This is an optimization exercise on Yosys and OpenROAD, whose aim is small area, a short achievable clock period and few clock cycles, not a production implementation.
Only simulation tests tie the RTL to the original design; equivalence was not proved.
Power and IR drop assume default switching activity.

==> flow/design.v <==
module safe64_dec3 #(parameter [2:0] V = 3'd0) (
    input  wire [2:0] a,
    output wire       y
);
    assign y = (a == V);
endmodule
module safe64_and2 (
    input  wire a,
    input  wire b,
    output wire y
);
    assign y = a & b;
endmodule
module safe64_core (
    input  wire        clk,
    input  wire        rst,
    input  wire        reg_we,
    input  wire [7:0]  reg_addr,
    input  wire [31:0] reg_wdata,
    output reg  [31:0] reg_rdata,
    output reg         mem_req,
    output reg         mem_we,
    output reg  [31:0] mem_addr,
    output reg  [7:0]  mem_wdata,
    input  wire [7:0]  mem_rdata,
    input  wire        mem_ready
);
    localparam [1:0] OP_ENC = 2'd0, OP_DEC = 2'd1, OP_VWR = 2'd2, OP_VRD = 2'd3;
    localparam [3:0] S_IDLE = 4'd0,    
                     S_RD   = 4'd1,    
                     S_WR   = 4'd2,    
                     S_AL   = 4'd3,    
                     S_VW   = 4'd4,    
                     S_SC   = 4'd5,    
                     S_V2   = 4'd6,    
                     S_VF   = 4'd7,    
                     S_BAD  = 4'd8;    
    reg [31:0] cmd_q;         
    reg [31:0] res_q;         
    reg [31:0] sp_q, sl_q;    
    reg [31:0] dp_q, dl_q;    
    reg [63:0] val_q;         
    reg        pad_q;         
    reg [3:0]  st_q;
    reg        we_q;          
    reg        rz_q;          
    reg [1:0]  op_q;
    reg        f_q;
    reg [31:0] rr_q;          
    reg [23:0] acc_q;         
    reg [1:0]  cnt_q;         
    reg [3:0]  k_q;           
    reg        flag_q;        
    reg        run_q;         
    wire busy = (st_q != S_IDLE);
    wire       host_wr = (st_q == S_IDLE) && reg_we;
    wire       cmd_wr  = host_wr && (reg_addr[7:2] == 6'h00);
    wire       w_hi0  = (reg_wdata[31:5] == 27'd0);
    wire [3:0] w_op   = reg_wdata[3:0];
    wire       w_enc  = w_hi0 && (w_op == 4'h1);
    wire       w_dec  = w_hi0 && (w_op == 4'h2);
    wire       w_vwr  = w_hi0 && !reg_wdata[4] && (w_op == 4'h3);
    wire       w_vrd  = w_hi0 && !reg_wdata[4] && (w_op == 4'h4);
    wire       w_legal = w_enc || w_dec || w_vwr || w_vrd;
    wire       w_badlen = ((w_enc || w_dec || w_vrd) && sl_q[31]) ||
                          ((w_enc || w_dec || w_vwr) && dl_q[31]);
    wire [1:0] w_opc  = w_dec ? OP_DEC : w_vwr ? OP_VWR : w_vrd ? OP_VRD : OP_ENC;
    function [7:0] fwd_sym(input [5:0] c);
        begin
            if (c == 6'd0)
                fwd_sym = 8'h2D;                        
            else if (c <= 6'd10)
                fwd_sym = 8'h2F + {2'b00, c};           
            else if (c <= 6'd36)
                fwd_sym = 8'h36 + {2'b00, c};           
            else if (c == 6'd37)
                fwd_sym = 8'h5F;                        
            else
                fwd_sym = 8'h3B + {2'b00, c};           
        end
    endfunction
    function [7:0] rev_sym(input [7:0] s);
        begin
            rev_sym = 8'd0;
            if (s == 8'h2D)
                rev_sym = {2'b10, 6'd0};
            else if (s >= 8'h30 && s <= 8'h39)
                rev_sym = {2'b10, s[5:0] - 6'h2F};
            else if (s >= 8'h41 && s <= 8'h5A)
                rev_sym = {2'b10, s[5:0] - 6'h36};
            else if (s == 8'h5F)
                rev_sym = {2'b10, 6'd37};
            else if (s >= 8'h61 && s <= 8'h7A)
                rev_sym = {2'b10, s[5:0] - 6'h3B};
            else if (s == 8'h09 || s == 8'h0A || s == 8'h0D || s == 8'h20)
                rev_sym = {2'b01, 6'd0};
        end
    endfunction
    wire       r_code_ok, r_ws;
    wire [5:0] r_code;
    assign {r_code_ok, r_ws, r_code} = rev_sym(mem_rdata);
    wire [4:0] v_top  = {pad_q, val_q[63:60]};
    wire       v_last = (k_q == 4'd12);
    wire [5:0] fwd_in = (st_q == S_VW) ? {!v_last, v_top} : acc_q[23:18];
    wire [7:0] fwd_out = fwd_sym(fwd_in);
    wire rr_z   = rz_q;
    wire dl_hi0 = (dl_q[31:4] == 28'd0);
    wire enc    = (op_q == OP_ENC);
    wire       vw_first = !flag_q && ((v_top != 5'd0) || v_last);
    wire       vw_short = dl_hi0 && (dl_q[3:0] < (4'd13 - k_q));
    wire       vw_fail  = res_q[31] || (vw_first && vw_short);
    wire       vw_write = (flag_q || vw_first) && !vw_fail;
    wire       vr_ovf = (k_q == 4'd13) || ((k_q == 4'd12) && flag_q);
    always @(*) begin
        case (st_q)
            S_RD:              mem_req = !rr_z;
            S_SC, S_V2, S_WR:  mem_req = 1'b1;
            S_VW:              mem_req = vw_write;
            default:           mem_req = 1'b0;
        endcase
        mem_we    = we_q;
        mem_addr  = we_q ? dp_q : cmd_q;
        mem_wdata = (op_q == OP_DEC) ? acc_q[23:16] : fwd_out;
    end
    wire [31:0] cmd_fin = {27'd0, f_q, 1'b0,
                           (op_q == OP_VRD), (op_q == OP_VWR) || (op_q == OP_DEC),
                           (op_q == OP_VWR) || (op_q == OP_ENC)};
    wire [1:0] rd_hi;
    wire [7:0] rd_lo;
    wire [8:0] rd_sel;
    safe64_dec3 #(.V(3'd0)) u_hi0 (.a(reg_addr[7:5]), .y(rd_hi[0]));
    safe64_dec3 #(.V(3'd1)) u_hi1 (.a(reg_addr[7:5]), .y(rd_hi[1]));
    genvar gi;
    generate
        for (gi = 0; gi < 8; gi = gi + 1) begin : g_lo
            safe64_dec3 #(.V(gi)) u_lo (.a(reg_addr[4:2]), .y(rd_lo[gi]));
        end
        for (gi = 0; gi < 9; gi = gi + 1) begin : g_sel
            safe64_and2 u_sel (.a(rd_hi[gi / 8]), .b(rd_lo[gi % 8]), .y(rd_sel[gi]));
        end
    endgenerate
    wire [31:0] rd_cmd = run_q ? cmd_fin : cmd_q;
    wire [31:0] rd_st  = {31'd0, busy};
    wire [31:0] rd_q = ({32{rd_sel[0]}} & rd_cmd) | ({32{rd_sel[1]}} & rd_st)
                     | ({32{rd_sel[2]}} & res_q)  | ({32{rd_sel[3]}} & sp_q)
                     | ({32{rd_sel[4]}} & sl_q)   | ({32{rd_sel[5]}} & dp_q)
                     | ({32{rd_sel[6]}} & dl_q)   | ({32{rd_sel[7]}} & val_q[31:0])
                     | ({32{rd_sel[8]}} & val_q[63:32]);
    always @(*) reg_rdata = rd_q;
    wire [31:0] addr_inc = mem_addr + 32'd1;    
    wire [31:0] rr_dec  = rr_q - 32'd1;
    wire [1:0]  cnt_inc = cnt_q + 2'd1;
    wire [1:0]  cnt_dec = cnt_q - 2'd1;
    wire [23:0] acc_sh  = enc ? {acc_q[17:0], 6'd0} : {acc_q[15:0], 8'd0};
    wire [3:0]  k_inc   = k_q + 4'd1;
    wire       w_go    = w_legal && !w_badlen;
    reg        c_cmd_w, c_cmd_sp, c_cmd_inc;    
    reg        c_res_clr, c_res_err, c_res_inc;
    reg [3:0]  c_res_code;                      
    reg        c_commit;                        
    reg        c_rr_sl, c_rr_dec;               
    reg        c_dst;                           
    reg        c_val_clr, c_val_sh;             
    reg [3:0]  n_st;
    reg [1:0]  n_cnt;
    reg [3:0]  n_k;
    reg        n_flag;
    reg [23:0] n_acc;
    always @(*) begin
        c_cmd_w = 1'b0; c_cmd_sp = 1'b0; c_cmd_inc = 1'b0;
        c_res_clr = 1'b0; c_res_err = 1'b0; c_res_inc = 1'b0; c_res_code = 4'hF;
        c_commit = 1'b0; c_rr_sl = 1'b0; c_rr_dec = 1'b0; c_dst = 1'b0;
        c_val_clr = 1'b0; c_val_sh = 1'b0;
        n_st = st_q; n_cnt = cnt_q; n_k = k_q; n_flag = flag_q; n_acc = acc_q;
        case (st_q)
        S_IDLE: begin
            if (cmd_wr) begin
                c_rr_sl = 1'b1;
                n_acc   = 24'd0;
                n_cnt   = 2'd0;
                n_k     = 4'd0;
                n_flag  = w_legal && w_badlen;  
                c_res_clr = 1'b1;
                if (!w_go) begin
                    c_cmd_w = 1'b1;
                    n_st = S_BAD;
                end else begin
                    c_cmd_sp = 1'b1;
                    n_st = w_vwr ? S_VW : S_RD;
                end
            end
        end
        S_RD: begin
            if (rr_z) begin
                case (op_q)
                OP_ENC: begin
                    if (cnt_q == 2'd0 || !f_q) begin
                        n_st = S_IDLE;
                    end else if (dl_hi0 && dl_q[3:0] <= {2'b00, cnt_q}) begin
                        c_res_err = 1'b1; c_res_code = 4'hF;                
                        n_st = S_IDLE;
                    end else begin
                        n_acc = acc_sh;                                    
                        n_st  = cnt_q[1] ? S_WR : S_AL;
                    end
                end
                OP_DEC: begin
                    if (cnt_q == 2'd0) begin
                        c_commit = 1'b1;
                        n_st = S_IDLE;
                    end else if (!f_q) begin
                        n_st = S_IDLE;
                    end else if (cnt_q == 2'd1) begin
                        c_cmd_sp = 1'b1; c_rr_sl = 1'b1;
                        n_st = S_SC;
                    end else if (dl_hi0 && {1'b0, dl_q[3:0]} < {3'b000, cnt_q} - 5'd1) begin
                        c_res_err = 1'b1; c_res_code = 4'hF;                
                        n_st = S_IDLE;
                    end else begin
                        n_acc = acc_sh;
                        n_cnt = cnt_q - 2'd2;
                        n_st  = (cnt_q == 2'd3) ? S_WR : S_AL;
                    end
                end
                default: begin                                             
                    c_res_err = 1'b1; c_res_code = 4'hD;                    
                    n_st = S_IDLE;
                end
                endcase
            end else if (mem_ready) begin
                case (op_q)
                OP_ENC: begin
                    n_acc = {acc_q[15:0], mem_rdata};
                    c_cmd_inc = 1'b1; c_rr_dec = 1'b1;
                    if (cnt_q == 2'd2) begin
                        n_cnt = 2'd3;
                        if (dl_hi0 && dl_q[3:2] == 2'b00) begin
                            c_res_err = 1'b1; c_res_code = 4'hF;            
                            n_st = S_IDLE;
                        end else begin
                            n_st = S_WR;
                        end
                    end else begin
                        n_cnt = cnt_inc;
                    end
                end
                OP_DEC: begin
                    if (r_ws) begin
                        c_cmd_inc = 1'b1; c_rr_dec = 1'b1;
                    end else if (!r_code_ok) begin
                        c_commit = 1'b1;
                        c_res_err = 1'b1; c_res_code = 4'hE;                
                        n_st = S_IDLE;
                    end else begin
                        n_acc = {acc_q[17:0], r_code};
                        c_cmd_inc = 1'b1; c_rr_dec = 1'b1;
                        n_cnt = cnt_inc;
                        if (cnt_q == 2'd3) begin
                            n_cnt = 2'd2;
                            if (dl_hi0 && dl_q[3:0] < 4'd3) begin
                                c_res_err = 1'b1; c_res_code = 4'hF;        
                                n_st = S_IDLE;
                            end else begin
                                n_st = S_WR;
                            end
                        end
                    end
                end
                default: begin                                             
                    if (!r_code_ok || vr_ovf) begin
                        c_commit = 1'b1;
                        c_res_err = 1'b1; c_res_code = 4'hE;                
                        n_st = S_IDLE;
                    end else if (!r_code[5]) begin
                        c_cmd_sp = 1'b1; c_rr_sl = 1'b1; c_val_clr = 1'b1;
                        n_st = S_V2;
                    end else begin
                        c_cmd_inc = 1'b1; c_rr_dec = 1'b1;
                        if (k_q != 4'd0 || r_code[4:0] != 5'd0)
                            n_k = k_inc;
                        if (k_q == 4'd0)
                            n_flag = r_code[4];
                    end
                end
                endcase
            end
        end
        S_BAD: begin
            c_res_err = 1'b1; c_res_code = flag_q ? 4'hB : 4'hA;           
            n_st = S_IDLE;
        end
        S_AL: begin
            n_acc = acc_sh;
            n_st  = S_WR;
        end
        S_WR: begin
            if (mem_ready) begin
                n_acc = acc_sh;
                c_dst = 1'b1; c_res_inc = 1'b1; c_commit = 1'b1;
                if (cnt_q != 2'd0)
                    n_cnt = cnt_dec;
                else
                    n_st = rr_z ? S_IDLE : S_RD;
            end
        end
        S_SC: begin
            if (mem_ready) begin
                if (r_ws) begin
                    c_cmd_inc = 1'b1; c_rr_dec = 1'b1;
                end else begin
                    c_commit = 1'b1;
                    c_res_err = 1'b1; c_res_code = 4'hE;                    
                    n_st = S_IDLE;
                end
            end
        end
        S_V2: begin
            if (mem_ready) begin
                c_val_sh = 1'b1; c_res_inc = 1'b1;
                c_cmd_inc = 1'b1; c_rr_dec = 1'b1;
                if (!r_code[5])
                    n_st = S_VF;
            end
        end
        S_VF: begin
            c_commit = 1'b1;
            n_st = S_IDLE;
        end
        default: begin                                                     
            if (vw_first) begin
                n_flag = 1'b1;
                if (vw_short) begin
                    c_res_err = 1'b1; c_res_code = 4'hF;                    
                end
            end
            if (!vw_write || mem_ready) begin
                c_val_sh = 1'b1;
                n_k = k_inc;
                if (vw_write) begin
                    c_dst = 1'b1; c_res_inc = 1'b1;
                end
                if (v_last)
                    n_st = S_IDLE;
            end
        end
        endcase
    end
    always @(posedge clk) begin
        if (rst) begin
            st_q  <= S_IDLE;
            we_q  <= 1'b0;
            run_q <= 1'b0;
        end else begin
            st_q  <= n_st;
            we_q  <= (n_st == S_WR) || (n_st == S_VW);
            if (cmd_wr)
                run_q <= w_go;
        end
        if (cmd_wr) begin
            op_q <= w_opc;
            f_q  <= reg_wdata[4];
        end
        cnt_q  <= n_cnt;
        k_q    <= n_k;
        flag_q <= n_flag;
        acc_q  <= n_acc;
        if (rst)
            cmd_q <= 32'd0;
        else if (c_cmd_w)
            cmd_q <= reg_wdata;
        else if (c_cmd_sp)
            cmd_q <= sp_q;
        else if (c_cmd_inc)
            cmd_q <= addr_inc;
        if (rst || c_res_clr)
            res_q <= 32'd0;
        else if (c_res_err)
            res_q <= {28'hFFF_FFFF, c_res_code};
        else if (c_res_inc)
            res_q <= res_q + 32'd1;
        if (rst) begin
            sp_q <= 32'd0;
            sl_q <= 32'd0;
        end else begin
            if (host_wr && reg_addr[7:2] == 6'h03)
                sp_q <= reg_wdata;
            else if (c_commit)
                sp_q <= cmd_q;
            if (host_wr && reg_addr[7:2] == 6'h04)
                sl_q <= reg_wdata;
            else if (c_commit)
                sl_q <= rr_q;
        end
        if (c_rr_sl)
            rz_q <= (sl_q == 32'd0);
        else if (c_rr_dec)
            rz_q <= (rr_q == 32'd1);
        if (c_rr_sl)
            rr_q <= sl_q;
        else if (c_rr_dec)
            rr_q <= rr_dec;
        if (rst) begin
            dp_q <= 32'd0;
            dl_q <= 32'd0;
        end else begin
            if (host_wr && reg_addr[7:2] == 6'h05)
                dp_q <= reg_wdata;
            else if (c_dst)
                dp_q <= addr_inc;
            if (host_wr && reg_addr[7:2] == 6'h06)
                dl_q <= reg_wdata;
            else if (c_dst)
                dl_q <= dl_q - 32'd1;
        end
        if (rst || c_val_clr) begin
            val_q <= 64'd0;
        end else if (host_wr && reg_addr[7:2] == 6'h07) begin
            val_q[31:0] <= reg_wdata;
        end else if (host_wr && reg_addr[7:2] == 6'h08) begin
            val_q[63:32] <= reg_wdata;
        end else if (c_val_sh) begin
            val_q <= {val_q[58:0], (st_q == S_V2) ? r_code[4:0] : {pad_q, val_q[63:60]}};
        end
        if (rst)
            pad_q <= 1'b0;
        else if (c_val_sh && st_q == S_VW)
            pad_q <= val_q[59];
    end
endmodule
==> flow/run.sh <==
#!/bin/bash
# synth_recipe.tcl (not shown) runs the flow's synth.tcl, then flattens the netlist and writes it again
# the make line also repeats each setting of config.mk as NAME=value (left out here)
make -C /OpenROAD-flow-scripts/flow DESIGN_CONFIG=/design/flow/config.mk WORK_HOME=/design/flow/orfs CLKGATE_MAP_FILE= SYNTH_SCRIPT=/design/flow/synth_recipe.tcl finish
==> flow/config.mk <==
export PLATFORM = sky130hd
export DESIGN_NAME = safe64_core
export DESIGN_NICKNAME = safe64_core
export VERILOG_FILES = /design/flow/design.v
export SDC_FILE = /design/flow/constraint.sdc
export NUM_CORES = 4
export LEC_CHECK = 0
export CAP_MARGIN = 20
export CORE_MARGIN = 2
export CORE_UTILIZATION = 40
export CTS_CLUSTER_DIAMETER = 120
export CTS_CLUSTER_SIZE = 20
export SETUP_SLACK_MARGIN = 4
export SLEW_MARGIN = 20
export SYNTH_HIERARCHICAL = 1
export TNS_END_PERCENT = 0
==> flow/constraint.sdc <==
create_clock -name core_clock -period 9.0 [get_ports {clk}]
set_input_delay 1.8000 -clock core_clock [delete_from_list [all_inputs] [get_ports {clk}]]
set_output_delay 1.8000 -clock core_clock [all_outputs]
set_load 0.01 [all_outputs]
==> out/qor_table.md <==
| Metric | Value |
|---|---|
| Result of the run | timing/DRC/antenna clean |
| Headroom to the max-slew limit | 28.3% |
| Synth cell count leaders | sky130_fd_sc_hd__nor2_1, sky130_fd_sc_hd__dfxtp_1, sky130_fd_sc_hd__nand2_1 |
| DP HPWL | 58.5 mm |
| Post-Route WL | 88.3 mm |
| Average detailed-routed wire length per instance | 27.4 microns |
| Initial Util | 40.7% |
| Design internal power | 1990 uW |
| Final Net Count | 2,633 |
| Most common flop cell mapped by yosys | sky130_fd_sc_hd__dfxtp_1 |
| Number of warnings issued by yosys | 7 |
| Amount of wire on met3 after detailed routing | 9.81 mm |
| Crit path required time | 7.20 ns |
| Summed instance area of the synthesized netlist | 21,000 sq um |
| Startpoint type of the worst setup path | primary input |
| Final RePlAce weighted congestion | 0.946 |
| Initial antenna violation count | 1 |
| Worst clock skew on the final layout | 0.0360 ns |
| Antenna Violating Nets Remaining | 0 |
| Top cells by area in the synthesized netlist | sky130_fd_sc_hd__dfxtp_1, sky130_fd_sc_hd__edfxtp_1, sky130_fd_sc_hd__mux2i_1, sky130_fd_sc_hd__nor2_1, sky130_fd_sc_hd__a211oi_1 |
| Critical setup path kind | in2out |
| Capturing element type of the critical path | output pin |
| Instance count along the most critical hold path | 2 |
| Maximum clock insertion buffer count | 3 |
| Proportion of layout cells with a drive suffix above 1 | 12.1% |
| Number of buffers inserted during clock tree synthesis | 20 |
| Placeable core region | 51,600 sq um |
| Synth area leader | sky130_fd_sc_hd__dfxtp_1 |
| Clock input transition at the sequential cells of the worst setup and hold paths | 0.09 ns |
| Share of total power in the clock network | 35.8% |
| Later-pin clock latency in the skew report | 0.57 ns |
| DRC | 0 |
| Portion of synthesized cell area occupied by the leading cell type | 25.1% |
| Multi-input gate area in the final layout | 13,100 sq um |
| Fin. max-slew vios | 0 |
| Max cap viols | 0 |
| Syn Area/Cell | 8.40 sq um |
| Final critical path time including I/O delays and setup | 5.28 ns |
| Arrival time of the worst setup path | 3.48 ns |
| Multiplexer area fraction after synthesis | 9.15% |
| Storage cell area | 7290 sq um |
| Synth Area in Compound Gates | 23.8% |
| Most common cell in the netlist | sky130_fd_sc_hd__nor2_1 |
| Net switching power | 696 uW |
| WHS Endpoint | dp_q[28] |
| Worst-case hold slack | 0.477 ns |
| Async set-or-reset flop fraction in the synthesized netlist | 0% |
| Flip-flop and latch count after synthesis | 330 |
| Number of library cell types mapped by synthesis | 90 |
| Max IR drop VDD | 0.131 mV |
| Global-route wire length before repair | 129 mm |
| Detailed-routing wirelength on met1 | 36.1 mm |
| Worst Max-Slew Pin Slew | 1.08 ns |
| Count of hold-fix buffers inserted at cts | 0 |
| Via count | 21,200 |
| Total routing usage reported by global routing | 31.5% |
| Post-synth EDFFs | 67 |
| Max Used Layer | met5 |
| Maximum number of pins on one net before global-route repair | 71 |
| Area growth, synth to finish | 15.6% |
| Maximum operating frequency | 189 MHz |
| Post-synth net total | 2,592 |
| Die Outline Area | 54,300 sq um |
| Count of placed standard cells in the final layout, fillers left out | 3,228 |
| CTS tree | built |
| Capture instance of the worst register-to-register path | dl_q[24] |
| Share of total power consumed by net switching | 25.9% |
| Sequential-to-total area share from yosys stat | 34.7% |
| Cell count of the worst reg-to-reg path | 12 |
| Met2 wire len | 37.5 mm |
| Clock Tree Root | sky130_fd_sc_hd__clkbuf_16 |
| Total gr overflow | 0 |
| Hold Crit Class | reg2reg |
| Num rows | 83 |
| Vias in the first global route | 19,400 |
| Power density normalized to cell area | 111 nW/um^2 |
| Final Hold Fails | 0 |
| Die outline width | 233 microns |
| Simple-gate portion of the synthesized area | 20.3% |
| Startpoint of the worst-slack reg-to-reg timing path | k_q[2] |
| Leakage power figure | 0.00798 uW |
| DRC violation total after the first TritonRoute iteration | 3,011 |
| Synthesized instance count | 2,499 |
| Share of power burned in combinational logic | 7.6% |
| Count of buffers from port buffering | 123 |
| Largest family of logic cells by synthesized area | compound AO/OA/AOI/OAI gates |
| Total negative setup slack | 0 ns |
| Post-synthesis xor/xnor area fraction | 4.17% |
| Share of synthesized cell area in full adder, half adder and majority cells | 2.44% |
| Number of H-tree levels | 1 |
| Top Ports | 126 |
| Setup violators final | 0 |
| Placed insts | 3,132 |
| CTS sink cnt | 330 |
| Hold wc startpoint | dp_q[28] |
| Routed via count divided by cell count | 6.57 |
| Number of search-and-repair iterations in the first detailed-routing pass | 10 |
| Fill cell count | 4,984 |
| RSZ-0062 raised after global routing | yes |
| Register-to-register setup slack | 4.28 ns |
| Critical Path Start | reg_addr[3] |
| Die Height | 233 microns |
| Post-route clock period utilization | 58.7% |
| Sequential share of power | 56.7% |
| Crit path max fanout | 8 |
[per-layer routing]
layer	global-route usage, %	vias up
li1	-	9392
met1	43.4	10300
met2	46.8	1296
met3	6.75	233
met4	14.5	4
met5	0	-
[Yosys stat by module, one instance, submodules excluded, a selection]
| module | flops+latches | cell area (sq um) | cells inside |
|---|---|---|---|
| safe64_and2 | 0 | 6.26 | 1 |
| safe64_core | 330 | 20800 | 2480 |
[sequential cells by signal (all words and copies together), names as in the netlist, 32 cells and up]
register  cells
sl_q         32
dl_q         32
cmd_q        32
dp_q         32
sp_q         32
res_q        32
rr_q         32
val_q        64
[power groups by stage]
stage / registers, uW / logic (uW) / clock network, uW
2_1_floorplan: 1550 / 96.6 / 0
3_3_place_gp: 1560 / 175 / 0
3_5_place_dp: 1560 / 177 / 0
4_1_cts: 1520 / 190 / 972
5_1_grt: 1520 / 209 / 1020
6_report: 1520 / 203 / 961
[timing repair]
item,4_1_cts,5_1_grt
setup buffers,46,11
setup endpoints to repair,264,309
endpoints found under the hold margin,0,0
pin swaps,43,21
cloned,7,2
gates resized for setup,230,55
[cells in the final DEF (no fill, tap or decap), types with 19 or more instances in the layout]
master,n
sky130_fd_sc_hd__a221oi_2,19
sky130_fd_sc_hd__mux2_2,22
sky130_fd_sc_hd__nand4_1,26
sky130_fd_sc_hd__nor2_1,274
sky130_fd_sc_hd__nor3_1,48
sky130_fd_sc_hd__mux2i_1,161
sky130_fd_sc_hd__a221oi_1,19
sky130_fd_sc_hd__inv_1,57
sky130_fd_sc_hd__nand3b_1,21
sky130_fd_sc_hd__a211o_1,19
sky130_fd_sc_hd__edfxtp_1,67
sky130_fd_sc_hd__clkdlybuf4s50_1,76
sky130_fd_sc_hd__a222oi_1,33
sky130_fd_sc_hd__a21oi_1,148
sky130_fd_sc_hd__o21ai_0,76
sky130_fd_sc_hd__nand2_1,234
sky130_fd_sc_hd__xnor2_1,75
sky130_fd_sc_hd__a22oi_1,48
sky130_fd_sc_hd__nor4_1,39
sky130_fd_sc_hd__a22o_1,45
sky130_fd_sc_hd__ha_1,40
sky130_fd_sc_hd__a211oi_1,134
sky130_fd_sc_hd__nand3_1,77
sky130_fd_sc_hd__xor2_1,25
sky130_fd_sc_hd__buf_4,78
sky130_fd_sc_hd__clkbuf_16,22
sky130_fd_sc_hd__dfxtp_1,259
[critical path, cell delays in order]
cell and delay [ns]:
sky130_fd_sc_hd__buf_12 0.12, sky130_fd_sc_hd__and3b_1 0.19, sky130_fd_sc_hd__and2_4 0.21, sky130_fd_sc_hd__buf_16 0.17
sky130_fd_sc_hd__a222oi_1 0.54, sky130_fd_sc_hd__o2111ai_1 0.24, sky130_fd_sc_hd__buf_2 0.21
[kinds of logic after synthesis]
group,Yosys count
simple gates,876
compound gates,690
flops,330
buf+inv,273
mux,189
xor+xnor,100
fa+ha+maj,41
[stage by stage]
step	cell area (sq um)	util, %	total power (uW)	setup WS [ns]
6_report	24300	47.0	2690	3.72
3_5_place_dp	22500	43.7	1730	2.07
5_1_grt	24300	47.0	2750	3.72
4_1_cts	23900	46.4	2680	3.74
3_3_place_gp	22500	43.7	1730	2.15
2_1_floorplan	21000	-	1640	4.04
[area by class of cell]
class,count,share of cell area [%]
clock inverters,3,0.129
well taps,680,3.51
diodes,1,0.0103
multi-input cells,1900,53.9
flip-flops and latches,330,30.0
inverters,61,0.975
repair buffers,227,9.29
clock buffers,26,2.16
[worst max path at each step]
stage | endpoint | slack [ns]
after floorplan | reg_rdata[11] | 4.04
after global placement | reg_rdata[15] | 2.15
after CTS | reg_rdata[18] | 3.74
after global routing | mem_wdata[3] | 3.72
after detailed placement | reg_rdata[10] | 2.07
final | reg_rdata[0] | 3.72
Testbench counts, summed over its fixed seeds: cycles 108,034.

-- what the ideal ports hide --
No port has a modelled driver above. Below, the same layout with a new extraction and two added sets of constraints. Step 1: set_driving_cell puts a clkbuf_16 on clk and a buf_2 on each other input, an assumption about the parent block. Step 2, shift: input delay + t, output delay - t, t = (earliest + latest rising clock arrival at the registers) / 2. This alone moves slack from input paths to output paths. a / b / c = ideal / step 1 / step 2; a / b = the first two.
shift t [ns]: 0.618
setup slack, ns: 3.717 / 3.631 / 3.329
worst slew at a driven data input, ns: 0.13
After both steps setup and hold are still met in this run. The setup slack of this run moves by -0.086 ns with the drivers and by -0.388 ns with both steps.
